From an optimization exercise on the open Yosys and OpenROAD flow, aimed at small area, a short achievable clock period and few clock cycles per item; shortcuts taken in it are not production practice.
Only simulation tests tie the RTL to the original design; equivalence was not proved.
Power is estimated from default activity; no workload was simulated.

== v6 ==
==> flow/design.v <==
module line21_decoder (
    input  wire       clk,
    input  wire       rst,           
    input  wire       in_valid,
    output wire       in_ready,
    input  wire [7:0] in_data,
    input  wire       in_last,
    output wire       out_valid,
    input  wire       out_ready,
    output wire       out_ok,
    output wire [3:0] out_cause,
    output wire [7:0] out_byte0,
    output wire [7:0] out_byte1
);
    localparam N   = 256;            
    localparam D   = 3;              
    localparam PW  = 2;              
    localparam [7:0] BUB = 8'd1;
    integer j;
    function [PW-1:0] inc;
        input [PW-1:0] p;
        inc = (p == D-1) ? {PW{1'b0}} : p + 1'b1;
    endfunction
    reg       rdy;                   
    reg       rdy_i;                 
    reg       a_v, a_l, b_v, b_l;
    reg [7:0] a_d, b_d;
    assign in_ready = rdy;
    wire acc = in_valid & rdy_i;
    reg          e_v    [0:D-1];
    reg          e_done [0:D-1];
    reg [17:0]   e_f    [0:D-1];
    reg [PW-1:0] wp, cp, fp, op;
    reg [1:0]    nc;                 
    reg [7:0] ring [0:N-1];
    wire [7:0] tail = ring[N-1];
    reg        fl;                   
    reg [8:0]  tc;                   
    reg        tz;                   
    reg        h_v;                  
    reg [7:0]  h_d;
    wire rpos   = (nc != 2'd0);
    reg  tbub;                       
    wire nb     = ~fl & ~tbub;
    wire cons   = nb & rpos;
    wire recirc = nb & ~rpos;
    wire uz     = fl | tz | rpos;    
    reg [8:0] cnt;                   
    reg [7:0] m;
    reg       ovf;
    wire [17:0] ecp    = e_f[cp];
    wire [8:0]  tc_end = rpos ? ecp[8:0] : cnt;
    wire        t_end  = (tc == tc_end);   
    wire store    = ~cnt[8];
    wire a_go     = a_v & (~(store | a_l) | (uz & ~recirc & (~h_v | ~store)))
                        & (~a_l | ~e_v[wp]);
    wire a_free   = ~a_v | a_go;
    wire wr       = a_go & store;
    wire row_done = a_go & a_l;
    wire [7:0] a_map  = (a_d < 8'd15) ? 8'd0 : a_d;
    wire [7:0] m_nx   = (a_d > m) ? a_d : m;
    wire [8:0] cnt_nx = cnt + {8'd0, store};
    wire       pstart = recirc & tz & ~h_v;
    wire [7:0] head   = h_v ? h_d : (pstart ? BUB : (recirc ? tail : (wr ? a_map : BUB)));
    wire b_v_nx = a_free ? 1'b0 : (b_v | acc);
    wire rdy_nx = a_free | ~(b_v | (in_valid & rdy));
    always @(posedge clk) begin
        if (rst)
            h_v <= 1'b0;
        else if (h_v | pstart)
            h_v <= recirc;
        if (recirc)
            h_d <= tail;
    end
    always @(posedge clk) begin
        tbub    <= (ring[N-2] == BUB);
        ring[0] <= head;
        for (j = 1; j < N; j = j + 1)
            ring[j] <= ring[j-1];
    end
    always @(posedge clk) begin
        if (rst) begin
            a_v   <= 1'b0;
            b_v   <= 1'b0;
            rdy   <= 1'b1;
            rdy_i <= 1'b1;
        end else begin
            rdy   <= rdy_nx;
            rdy_i <= ~b_v_nx;
            b_v <= b_v_nx;
            if (a_free)
                a_v <= b_v | acc;
        end
        if (a_free) begin
            a_d <= b_v ? b_d : in_data;
            a_l <= b_v ? b_l : in_last;
        end else if (acc) begin
            b_d <= in_data;
            b_l <= in_last;
        end
    end
    always @(posedge clk) begin
        if (rst) begin
            cnt <= 9'd0;
            m   <= 8'd0;
            ovf <= 1'b0;
        end else if (a_go) begin
            if (a_l) begin
                cnt <= 9'd0;
                m   <= 8'd0;
                ovf <= 1'b0;
            end else begin
                cnt <= cnt_nx;
                m   <= m_nx;
                ovf <= ovf | ~store;
            end
        end
    end
    reg  [7:0]  mq;                  
    reg         v1, f1, l1;
    reg [7:0]   s1;
    always @(posedge clk) begin
        if (rst) begin
            fl <= 1'b1;
            tc <= 9'd1 - N;          
            tz <= 1'b0;
            cp <= {PW{1'b0}};
            v1 <= 1'b0;
        end else begin
            v1 <= cons;
            if (fl) begin
                tc <= tc + 1'b1;
                tz <= (tc == 9'd0);
                if (tc == 9'd0)
                    fl <= 1'b0;
            end else if (nb) begin
                if (t_end) begin
                    tc <= 9'd1;
                    tz <= 1'b1;
                end else begin
                    tc <= tc + 1'b1;
                    tz <= 1'b0;
                end
                if (cons & t_end)
                    cp <= inc(cp);
            end
        end
        s1 <= tail;
        f1 <= tz;
        l1 <= t_end;
        if (tz)
            mq <= ecp[16:9];
    end
    reg  prevb;
    wire [11:0] k14 = {mq, 4'd0} - {3'd0, mq, 1'b0};
    wire [11:0] k9  = {1'b0, mq, 3'd0} + {4'd0, mq};
    wire [12:0] s25 = {s1, 4'd0} + {1'b0, s1, 3'd0} + {5'd0, s1};
    wire [12:0] s20 = {s1, 4'd0} + {2'd0, s1, 2'd0};
    wire b1 = (s25 >= {1'b0, k14}) | ((s20 >= {1'b0, k9}) & ~f1 & prevb);
    reg  v2, b2, f2, l2;
    always @(posedge clk) begin
        if (rst)
            v2 <= 1'b0;
        else
            v2 <= v1;
        if (v1)
            prevb <= b1;
        b2 <= b1;
        f2 <= f1;
        l2 <= l1;
    end
    localparam PH_START = 3'd0, PH_COUNT = 3'd1, PH_RISE = 3'd2,
               PH_SAMP  = 3'd3, PH_FULL  = 3'd4,
               PH_F3    = 3'd5, PH_F4    = 3'd6, PH_F5   = 3'd7;    
    reg [2:0]  ph;
    reg [6:0]  ci;                   
    reg [3:0]  sc;                   
    reg [4:0]  kn;                   
    reg [3:0]  bw;
    reg [23:0] hist;                 
    wire [6:0] pos  = f2 ? 7'd0 : ci;
    wire [2:0] ph_e = f2 ? PH_START : ph;
    wire [6:0] len  = ci - {3'd0, sc};
    wire       take = (sc == 4'd0);
    wire       hsh  = (ph_e < PH_SAMP) | ((ph_e == PH_SAMP) & ((kn == 5'd0) | take));
    wire [8:0]  w    = e_f[fp][8:0];
    wire [7:0]  st20 = {pos[3:0], 4'd0} + {2'd0, pos[3:0], 2'd0};
    wire [9:0]  ci5  = {3'd0, ci} + {1'b0, ci, 2'd0};
    wire        stfail = (pos > 7'd12) | ({1'b0, st20} > w);
    wire        spfail = ({1'b0, w} > ci5) | ({ci5, 1'b0} > {1'b0, w3q});
    reg  [9:0]  w3q;                 
    reg [3:0] bw_c;
    always @(*) begin
        case (len)
            7'd13:                                           bw_c = 4'd2;
            7'd14, 7'd15, 7'd16, 7'd17, 7'd18, 7'd19:        bw_c = 4'd3;
            7'd20, 7'd21, 7'd22, 7'd23, 7'd24, 7'd25, 7'd26: bw_c = 4'd4;
            7'd27, 7'd28, 7'd29, 7'd30, 7'd31, 7'd32, 7'd33: bw_c = 4'd5;
            7'd34, 7'd35, 7'd36, 7'd37, 7'd38, 7'd39:        bw_c = 4'd6;
            7'd40, 7'd41, 7'd42, 7'd43, 7'd44, 7'd45, 7'd46: bw_c = 4'd7;
            7'd47, 7'd48, 7'd49, 7'd50, 7'd51, 7'd52:        bw_c = 4'd8;
            7'd53, 7'd54, 7'd55, 7'd56, 7'd57, 7'd58, 7'd59: bw_c = 4'd9;
            7'd60, 7'd61, 7'd62, 7'd63, 7'd64, 7'd65, 7'd66: bw_c = 4'd10;
            7'd67, 7'd68, 7'd69, 7'd70, 7'd71, 7'd72:        bw_c = 4'd11;
            default:                                         bw_c = 4'd12;
        endcase
    end
    wire [4:0] bw2  = {bw, 1'b0};
    wire       s_m2 = hist[bw - 1'b1];
    wire       s_m3 = hist[bw2 - 1'b1];
    reg fv;
    always @(posedge clk) begin
        w3q <= {1'b0, w} + {w, 1'b0};
        if (rst)
            fv <= 1'b0;
        else
            fv <= v2 & l2;
        if (v2) begin
            ci   <= (pos == 7'd127) ? pos : pos + 1'b1;
            if (hsh)
                hist <= {hist[22:0], b2};
            ph   <= ph_e;
            case (ph_e)
            PH_START: if (b2) begin
                sc     <= pos[3:0];
                kn     <= 5'd0;
                ph     <= stfail ? PH_F3 : PH_COUNT;
            end
            PH_COUNT: if (b2 != hist[0]) begin
                kn <= kn + 1'b1;
                if (kn == 5'd12) begin
                    bw     <= bw_c;
                    ph     <= spfail ? PH_F3 : PH_RISE;
                end
            end
            PH_RISE: if (b2) begin
                ph <= PH_SAMP;
                sc <= {1'b0, bw[3:1]} - 1'b1;
                kn <= 5'd0;
            end
            PH_SAMP: if (take) begin
                sc <= bw - 1'b1;
                kn <= kn + 1'b1;
                if (kn == 5'd0) begin
                    if (pos < {2'd0, bw2})
                        ph <= PH_F5;
                    else if ({s_m3, s_m2, b2} != 3'b001)
                        ph <= PH_F4;
                end else if (kn == 5'd16)
                    ph <= PH_FULL;
            end else
                sc <= sc - 1'b1;
            default: ;
            endcase
        end
    end
    wire [6:0] byte0 = {hist[9], hist[10], hist[11], hist[12], hist[13], hist[14], hist[15]};
    wire [6:0] byte1 = {hist[1], hist[2], hist[3], hist[4], hist[5], hist[6], hist[7]};
    wire [17:0] efp  = e_f[fp];
    wire        par  = (^hist[15:8]) & (^hist[7:0]);
    reg  [3:0] rc;
    always @(*) begin
        if (efp[17])                            rc = 4'd8;
        else if (efp[16:9] < 8'd32)             rc = 4'd1;
        else case (ph)
            PH_START, PH_COUNT:                 rc = 4'd2;
            PH_RISE:                            rc = 4'd7;
            PH_SAMP, PH_F5:                     rc = 4'd5;
            PH_FULL:                            rc = par ? 4'd0 : 4'd6;
            PH_F3:                              rc = 4'd3;
            default:                            rc = 4'd4;
        endcase
    end
    reg       o_v, o_ok;
    reg [3:0] o_c;
    reg [6:0] o_b0, o_b1;
    assign out_valid = o_v;
    assign out_ok    = o_ok;
    assign out_cause = o_c;
    assign out_byte0 = {1'b0, o_b0};
    assign out_byte1 = {1'b0, o_b1};
    wire [17:0] eop    = e_f[op];
    reg         o_busy;              
    wire        o_load = ~o_busy & e_done[op];
    always @(posedge clk) begin
        if (rst) begin
            o_v    <= 1'b0;
            o_busy <= 1'b0;
            wp  <= {PW{1'b0}};
            fp  <= {PW{1'b0}};
            op  <= {PW{1'b0}};
            nc  <= 2'd0;
            for (j = 0; j < D; j = j + 1) begin
                e_v[j]    <= 1'b0;
                e_done[j] <= 1'b0;
            end
        end else begin
            o_v    <= o_load | (o_v & ~out_ready);
            o_busy <= o_load | (o_busy & ~out_ready);
            nc <= nc + {1'b0, row_done} - {1'b0, cons & t_end};
            if (row_done) begin
                e_v[wp] <= 1'b1;
                wp      <= inc(wp);
            end
            if (fv) begin
                e_done[fp] <= 1'b1;
                fp         <= inc(fp);
            end
            if (o_load) begin
                e_v[op]    <= 1'b0;
                e_done[op] <= 1'b0;
                op         <= inc(op);
            end
        end
        if (row_done)
            e_f[wp] <= {ovf | ~store, m_nx, cnt_nx};
        if (fv)
            e_f[fp] <= {rc, (rc == 4'd0) ? {byte1, byte0} : 14'd0};
        if (o_load) begin
            o_ok <= (eop[17:14] == 4'd0);
            o_c  <= eop[17:14];
            o_b0 <= eop[6:0];
            o_b1 <= eop[13:7];
        end
    end
endmodule
clock: 14.0 ns
lec_check: 0
cap_margin: 20
core_margin: 2
core_utilization: 40
cts_cluster_diameter: 100
cts_cluster_size: 28
slew_margin: 20
standard.sh (not shown) runs the stock make flow with config.mk's settings and CLKGATE_MAP_FILE= SYNTH_SCRIPT=/design/flow/synth_recipe.tcl, a recipe that flattens the netlist after the stock synthesis.
==> flow/flow/run.sh <==
#!/bin/bash
# Layout flow: the standard flow (standard synthesis, floorplan, power
# grid, placement, CTS, routing), with one change: the buffers that the flow
# puts on every input and output port are buf_4 cells instead of the
# buffer_ports default (a clkdlybuf4s50 delay cell).
set -o pipefail
export BUFFER_PORTS_ARGS="-buffer_cell sky130_fd_sc_hd__buf_4"
bash standard.sh > standard.log 2>&1
Testbench counts of v6, summed over its fixed seeds: cycles 158,631, frames 960.
The following lists how v7 was set up differently from v6:
--- a/flow/design.v
+++ b/flow/design.v
@@ -23,9 +23,8 @@
     endfunction
     reg       rdy;                   
-    reg       rdy_i;                 
     reg       a_v, a_l, b_v, b_l;
     reg [7:0] a_d, b_d;
     assign in_ready = rdy;
-    wire acc = in_valid & rdy_i;
+    wire acc = in_valid & ~b_v;
     reg          e_v    [0:D-1];
     reg          e_done [0:D-1];
@@ -64,5 +63,4 @@
     wire [7:0] head   = h_v ? h_d : (pstart ? BUB : (recirc ? tail : (wr ? a_map : BUB)));
     wire b_v_nx = a_free ? 1'b0 : (b_v | acc);
-    wire rdy_nx = a_free | ~(b_v | (in_valid & rdy));
     always @(posedge clk) begin
         if (rst)
@@ -84,8 +82,6 @@
             b_v   <= 1'b0;
             rdy   <= 1'b1;
-            rdy_i <= 1'b1;
         end else begin
-            rdy   <= rdy_nx;
-            rdy_i <= ~b_v_nx;
+            rdy   <= ~b_v_nx;
             b_v <= b_v_nx;
             if (a_free)
@@ -95,5 +91,6 @@
             a_d <= b_v ? b_d : in_data;
             a_l <= b_v ? b_l : in_last;
-        end else if (acc) begin
+        end
+        if (~b_v) begin              
             b_d <= in_data;
             b_l <= in_last;
@@ -281,10 +278,10 @@
     assign out_byte1 = {1'b0, o_b1};
     wire [17:0] eop    = e_f[op];
-    reg         o_busy;              
-    wire        o_load = ~o_busy & e_done[op];
+    reg         o_free;              
+    wire        o_load = o_free & e_done[op];
     always @(posedge clk) begin
         if (rst) begin
             o_v    <= 1'b0;
-            o_busy <= 1'b0;
+            o_free <= 1'b1;
             wp  <= {PW{1'b0}};
             fp  <= {PW{1'b0}};
@@ -296,6 +293,6 @@
             end
         end else begin
-            o_v    <= o_load | (o_v & ~out_ready);
-            o_busy <= o_load | (o_busy & ~out_ready);
+            o_v    <= o_load | (~o_free & ~out_ready);
+            o_free <= ~o_load & (o_free | out_ready);
             nc <= nc + {1'b0, row_done} - {1'b0, cons & t_end};
             if (row_done) begin
## What came out
- v7: flow completed, timing, DRC and antenna clean
- v7: internal reg-to-reg setup slack is 0.23 ns higher than what v6 reported.
- Relative to v6, number of distinct standard cells referenced by the synthesized netlist has increased by 5 in v7.
- v6 has lower fmax than v7.
- Of v6 and v7, the lower utilization after layout belongs to v6.
- Between v6 and v7, the difference in synthesis-stage register bit count is negligible.
- out_valid as the critical path endpoint was reported by v6, and out_byte1[5] by v7.
- Compared with v6, in v7 sequential portion of the cell area shows no meaningful change, die span in y neither gained nor lost much, part of the power in the clock network moved up, global-route usage went up by 0.25 points, number of DRC violations after detailed-routing iteration 0 has increased.
- v7 against v6: synthesis-to-finish area growth was more or less identical; area of the die was more or less identical; wire length of the first global-routing pass went up by 2200 um.
Testbench counts of v7, summed over its fixed seeds: cycles 158,631, frames 960.

* * *

RTL: the design.v shown in full above, as it stands there.
clock: 14.0 ns
lec_check: 0
cap_margin: 20
core_margin: 2
core_utilization: 40
cts_cluster_diameter: 100
cts_cluster_size: 25
slew_margin: 20
Scripts as last shown in full above: flow/flow/run.sh
Testbench counts at the start, summed over its fixed seeds: cycles 158,631, frames 960.
Next try:
--- a/flow/design.v
+++ b/flow/design.v
@@ -21,13 +21,12 @@
         input [PW-1:0] p;
         inc = (p == D-1) ? {PW{1'b0}} : p + 1'b1;
     endfunction
     reg       rdy;                   
-    reg       rdy_i;                 
     reg       a_v, a_l, b_v, b_l;
     reg [7:0] a_d, b_d;
     assign in_ready = rdy;
-    wire acc = in_valid & rdy_i;
+    wire acc = in_valid & ~b_v;
     reg          e_v    [0:D-1];
     reg          e_done [0:D-1];
     reg [17:0]   e_f    [0:D-1];
     reg [PW-1:0] wp, cp, fp, op;
@@ -62,9 +61,8 @@
     wire [8:0] cnt_nx = cnt + {8'd0, store};
     wire       pstart = recirc & tz & ~h_v;
     wire [7:0] head   = h_v ? h_d : (pstart ? BUB : (recirc ? tail : (wr ? a_map : BUB)));
     wire b_v_nx = a_free ? 1'b0 : (b_v | acc);
-    wire rdy_nx = a_free | ~(b_v | (in_valid & rdy));
     always @(posedge clk) begin
         if (rst)
             h_v <= 1'b0;
         else if (h_v | pstart)
@@ -82,20 +80,19 @@
         if (rst) begin
             a_v   <= 1'b0;
             b_v   <= 1'b0;
             rdy   <= 1'b1;
-            rdy_i <= 1'b1;
         end else begin
-            rdy   <= rdy_nx;
-            rdy_i <= ~b_v_nx;
+            rdy   <= ~b_v_nx;
             b_v <= b_v_nx;
             if (a_free)
                 a_v <= b_v | acc;
         end
         if (a_free) begin
             a_d <= b_v ? b_d : in_data;
             a_l <= b_v ? b_l : in_last;
-        end else if (acc) begin
+        end
+        if (~b_v) begin              
             b_d <= in_data;
             b_l <= in_last;
         end
     end
@@ -279,14 +276,14 @@
     assign out_cause = o_c;
     assign out_byte0 = {1'b0, o_b0};
     assign out_byte1 = {1'b0, o_b1};
     wire [17:0] eop    = e_f[op];
-    reg         o_busy;              
-    wire        o_load = ~o_busy & e_done[op];
+    reg         o_free;              
+    wire        o_load = o_free & e_done[op];
     always @(posedge clk) begin
         if (rst) begin
             o_v    <= 1'b0;
-            o_busy <= 1'b0;
+            o_free <= 1'b1;
             wp  <= {PW{1'b0}};
             fp  <= {PW{1'b0}};
             op  <= {PW{1'b0}};
             nc  <= 2'd0;
@@ -294,10 +291,10 @@
                 e_v[j]    <= 1'b0;
                 e_done[j] <= 1'b0;
             end
         end else begin
-            o_v    <= o_load | (o_v & ~out_ready);
-            o_busy <= o_load | (o_busy & ~out_ready);
+            o_v    <= o_load | (~o_free & ~out_ready);
+            o_free <= ~o_load & (o_free | out_ready);
             nc <= nc + {1'b0, row_done} - {1'b0, cons & t_end};
             if (row_done) begin
                 e_v[wp] <= 1'b1;
                 wp      <= inc(wp);
The changed run completed with no timing, DRC or antenna violations.
Sequential share of layout area went up by 0.15 points.
Die area stays flat.
Final area went down by about 0.4%.
Non-clock buffer count does not change.
Total power went down by 0.34%.
Fmax went up by about 3%.
Area after synthesis stays flat.
Via count went up by about 0.35%.
Utilization went up by 0.19 points.
Sequential cell count went down by 1.
Setup slack gains 0.13 ns.
Testbench counts after the change, summed over its fixed seeds: cycles 158,631, frames 960.

what the ideal ports hide:
The results above use ideal ports. As a check the final layouts listed here were re-extracted and re-timed, cells and wires unchanged. Step 1 assumes that a clkbuf_16 drives the clock port and a buf_2 every other input. Step 2 adds t to the input delays and takes it off the output delays; t is the mean of the earliest and latest rising clock arrival at the registers after step 1. Input paths then give back, and output paths get back, about the clock's delay inside the block. Slacks: no drivers / after step 1 / after step 2; pairs: no drivers / after step 1.
run | t, ns | slack for setup (ns) | hold WS [ns] | worst data-port slew with drivers (ns) | pins driven straight from the clock port
v6 | 0.768 | 9.835 / 9.773 / 9.816 | 0.307 / 0.307 / 0.307 | 0.04 | 1
v7 | 0.754 | 9.968 / 9.903 / 9.921 | 0.320 / 0.320 / 0.320 | 0.08 | 1
the first run of note 2 | 0.779 | 9.829 / 9.764 / 9.828 | 0.295 / 0.295 / 0.295 | 0.04 | 1
the second run of note 2 | 0.782 | 9.955 / 9.889 / 9.917 | 0.309 / 0.309 / 0.309 | 0.08 | 1
After both steps every run listed still meets setup and hold. For v7, which loses most, drivers alone change the setup slack by -0.065 ns; drivers and shift together by -0.047 ns.
